Context: an optimization exercise on an open-source flow, tuned for small area, a short achievable clock period and few clock cycles. The choices shown serve that exercise and are no tape-out recipe. Function was checked by simulation only, so behaviour that the tests miss may differ from the original. Power is estimated from default activity; no workload was simulated.

==> inputs of run a <==
Design sbse, start of the top module:
module sbse (
    input  wire        clk,
    input  wire        rst,
    input  wire        go,
    input  wire [19:0] start,
    input  wire [19:0] stop,
    output wire        ready,
    output wire        done,
    output reg         err,
    output reg  [19:0] count,
    output reg  [39:0] sum
);
    localparam STOP_MAX = 20'hFFFF9;     
    localparam NPRIME   = 8'd170;        
    localparam ND       = 15;       
    localparam S_IDLE   = 0,
               S_CHECK  = 1,
               S_CHECK2 = 2,
               S_SETUP  = 3,
               S_RANGE  = 4,
               S_RANGE2 = 5,
               S_RANGE3 = 6,
               S_SEG    = 7,
               S_SIEVE  = 8,
               S_READ   = 9,
               S_FLUSH  = 10,
               S_FIN0   = 11,
               S_MUL    = 12,
               S_LAST   = 13,
               S_RANGE4 = 14,
               S_LAST2  = 15;
    reg [15:0] state;              
    reg        done_q, ready_q;
    reg        l2;
    assign done  = done_q;
    assign ready = ready_q;
    reg [19:0] r_start, r_stop;    
    reg [1:0]  rs, re;             
    reg [9:0]  root;               
    reg [12:0] srem;
    reg [4:0]  step;
    reg [1:0]  n23;                
    reg [2:0]  s23;                
    reg        bad;
    reg [18:0] j0;                 
    reg [19:0] rlen;               
    reg [8:0]  seg_len;            
    reg        seg_last;
    reg [4:0]  nw;                 
    reg [3:0]  ridx;
  ...
==> flow/config.mk <==
export PLATFORM = sky130hd
export DESIGN_NAME = sbse
export DESIGN_NICKNAME = sbse
export VERILOG_FILES = /design/flow/design.v
export SDC_FILE = /design/flow/constraint.sdc
export NUM_CORES = 4
export LEC_CHECK = 0
export CAP_MARGIN = 20
export CORE_MARGIN = 2
export CORE_UTILIZATION = 40
export PLACE_DENSITY = 0.6
export SLEW_MARGIN = 20
==> flow/constraint.sdc <==
create_clock -name core_clock -period 12.0 [get_ports {clk}]
set_input_delay 2.4000 -clock core_clock [delete_from_list [all_inputs] [get_ports {clk}]]
set_output_delay 2.4000 -clock core_clock [all_outputs]
set_load 0.01 [all_outputs]
standard.sh (not shown) runs the stock make flow with config.mk's settings and CLKGATE_MAP_FILE= SYNTH_SCRIPT=/design/flow/synth_recipe.tcl, a recipe that flattens the netlist after the stock synthesis.
==> flow/flow/run.sh <==
#!/bin/bash
# The standard layout (standard.sh), with the input and output port
# buffers chosen as sky130_fd_sc_hd__buf_4 instead of the resizer's default.
# The full make output goes to standard.log; ORFS keeps its per-step logs
# under orfs/logs.
set -euo pipefail
export BUFFER_PORTS_ARGS="-buffer_cell sky130_fd_sc_hd__buf_4"
bash standard.sh > standard.log 2>&1
==> inputs of run b, as changes to run a <==
- CORE_UTILIZATION: 40 -> 55
- PLACE_DENSITY: 0.6 -> 0.7
==> notes <==
- In synthesized cell count, run a and run b do not differ.
- In run b the clock power is lower than in run a, by 4.9%.
- Between run b and run a, the lower clock skew is in run a (gap 0.010 ns).
- In run a the first-iteration DRC count is lower than in run b, by 21%.
- Critical path depth: run b is lower than run a (2).
- Worst hold slack: run a is worse than run b (0.0091 ns).
- Non-clock buffer count: run a is higher than run b (14).
- Between run a and run b, the lower die area is in run b (gap 37%, measured against run b).
- Of run a and run b, run a has the higher cell count (gap 6.8%, measured against run b).
- Of run b and run a, run a has the higher routed wire length (gap 4.1%, measured against run a).
- Against run b, the core utilization of run a is lower by 16 points.
==> figures <==
Final total power: run b 0.0124 W; run a 0.0126 W
Internal: run b 0.00857 W; run a 0.00870 W
Crit-path max cell delay: run b 1.00 ns; run a 0.89 ns
Die outline width: run b 357 um; run a 418 um
Final standard cell utilization of the core: run b 60.8%; run a 45.0%
Placed Cells: run b 8,613; run a 9,209
Routed length on met2: run b 94,500 um; run a 100,000 um
Number of global-route vias before repair: run b 56,400; run a 56,000
Final worst slack: run b 8.04 ns; run a 7.88 ns
Maximum fanout along the worst path: run b 22; run a 16
Signal buf overhead: run b 1.87%; run a 2.03%
Required time of the worst setup path: run b 12.62 ns; run a 12.51 ns
Peak Freq: run b 252 MHz; run a 243 MHz
Final period utilization: run b 33.0%; run a 34.3%
Result of the run: run b complete, no violations; run a complete, no violations
Path length in cells of the critical path: run b 11; run a 13
Global-route wire length before repair: run b 323,000 um; run a 332,000 um
Max_slew headroom: run b 8.18%; run a 11.6%
Cell type of the slowest stage on the worst timing path: run b sky130_fd_sc_hd__nor2b_2; run a sky130_fd_sc_hd__edfxtp_1
Multi-input combinational cell area: run b 0.0391 mm2; run a 0.0391 mm2
Clock skew: run b 0.0376 ns; run a 0.0271 ns
Post-detail-place hpwl: run b 146,000 um; run a 155,000 um
Power of the clock network: run b 0.00408 W; run a 0.00429 W
Testbench counts of run a, summed over its fixed seeds: cycles 41,994.
Testbench counts of run b, summed over its fixed seeds: cycles 41,994.

-- re-timing with driven ports --
In the flow no input, the clock included, has a driving cell. The finished layouts below were timed again as built, in two steps. Step 1 (the two cells are an assumption about what drives the block):
set clk [get_ports {clk}]
set_driving_cell -lib_cell sky130_fd_sc_hd__clkbuf_16 $clk
set_driving_cell -lib_cell sky130_fd_sc_hd__buf_2 [delete_from_list [all_inputs] $clk]
Step 2 times the ports against the registers' clock, not the clock port: input delays grow and output delays shrink by t, the midpoint of the rising clock arrivals with the driver on. a / b / c = ideal ports / drivers / drivers and shift; a / b = the first two.
| run | shift t [ns] | setup slack, ns | latest minus earliest clock arrival (ns) | worst slew at a driven data input, ns | pins driven straight from the clock port |
|---|---|---|---|---|---|
| run a | 0.859 | 7.881 / 7.881 / 7.881 | 0.031 / 0.031 | 0.10 | 1 |
| run b | 0.841 | 8.038 / 8.009 / 7.828 | 0.039 / 0.039 | 0.09 | 1 |
After both steps every run listed still meets setup and hold. The setup slack of run b, which loses most, moves by -0.029 ns with the drivers and by -0.210 ns with both steps.
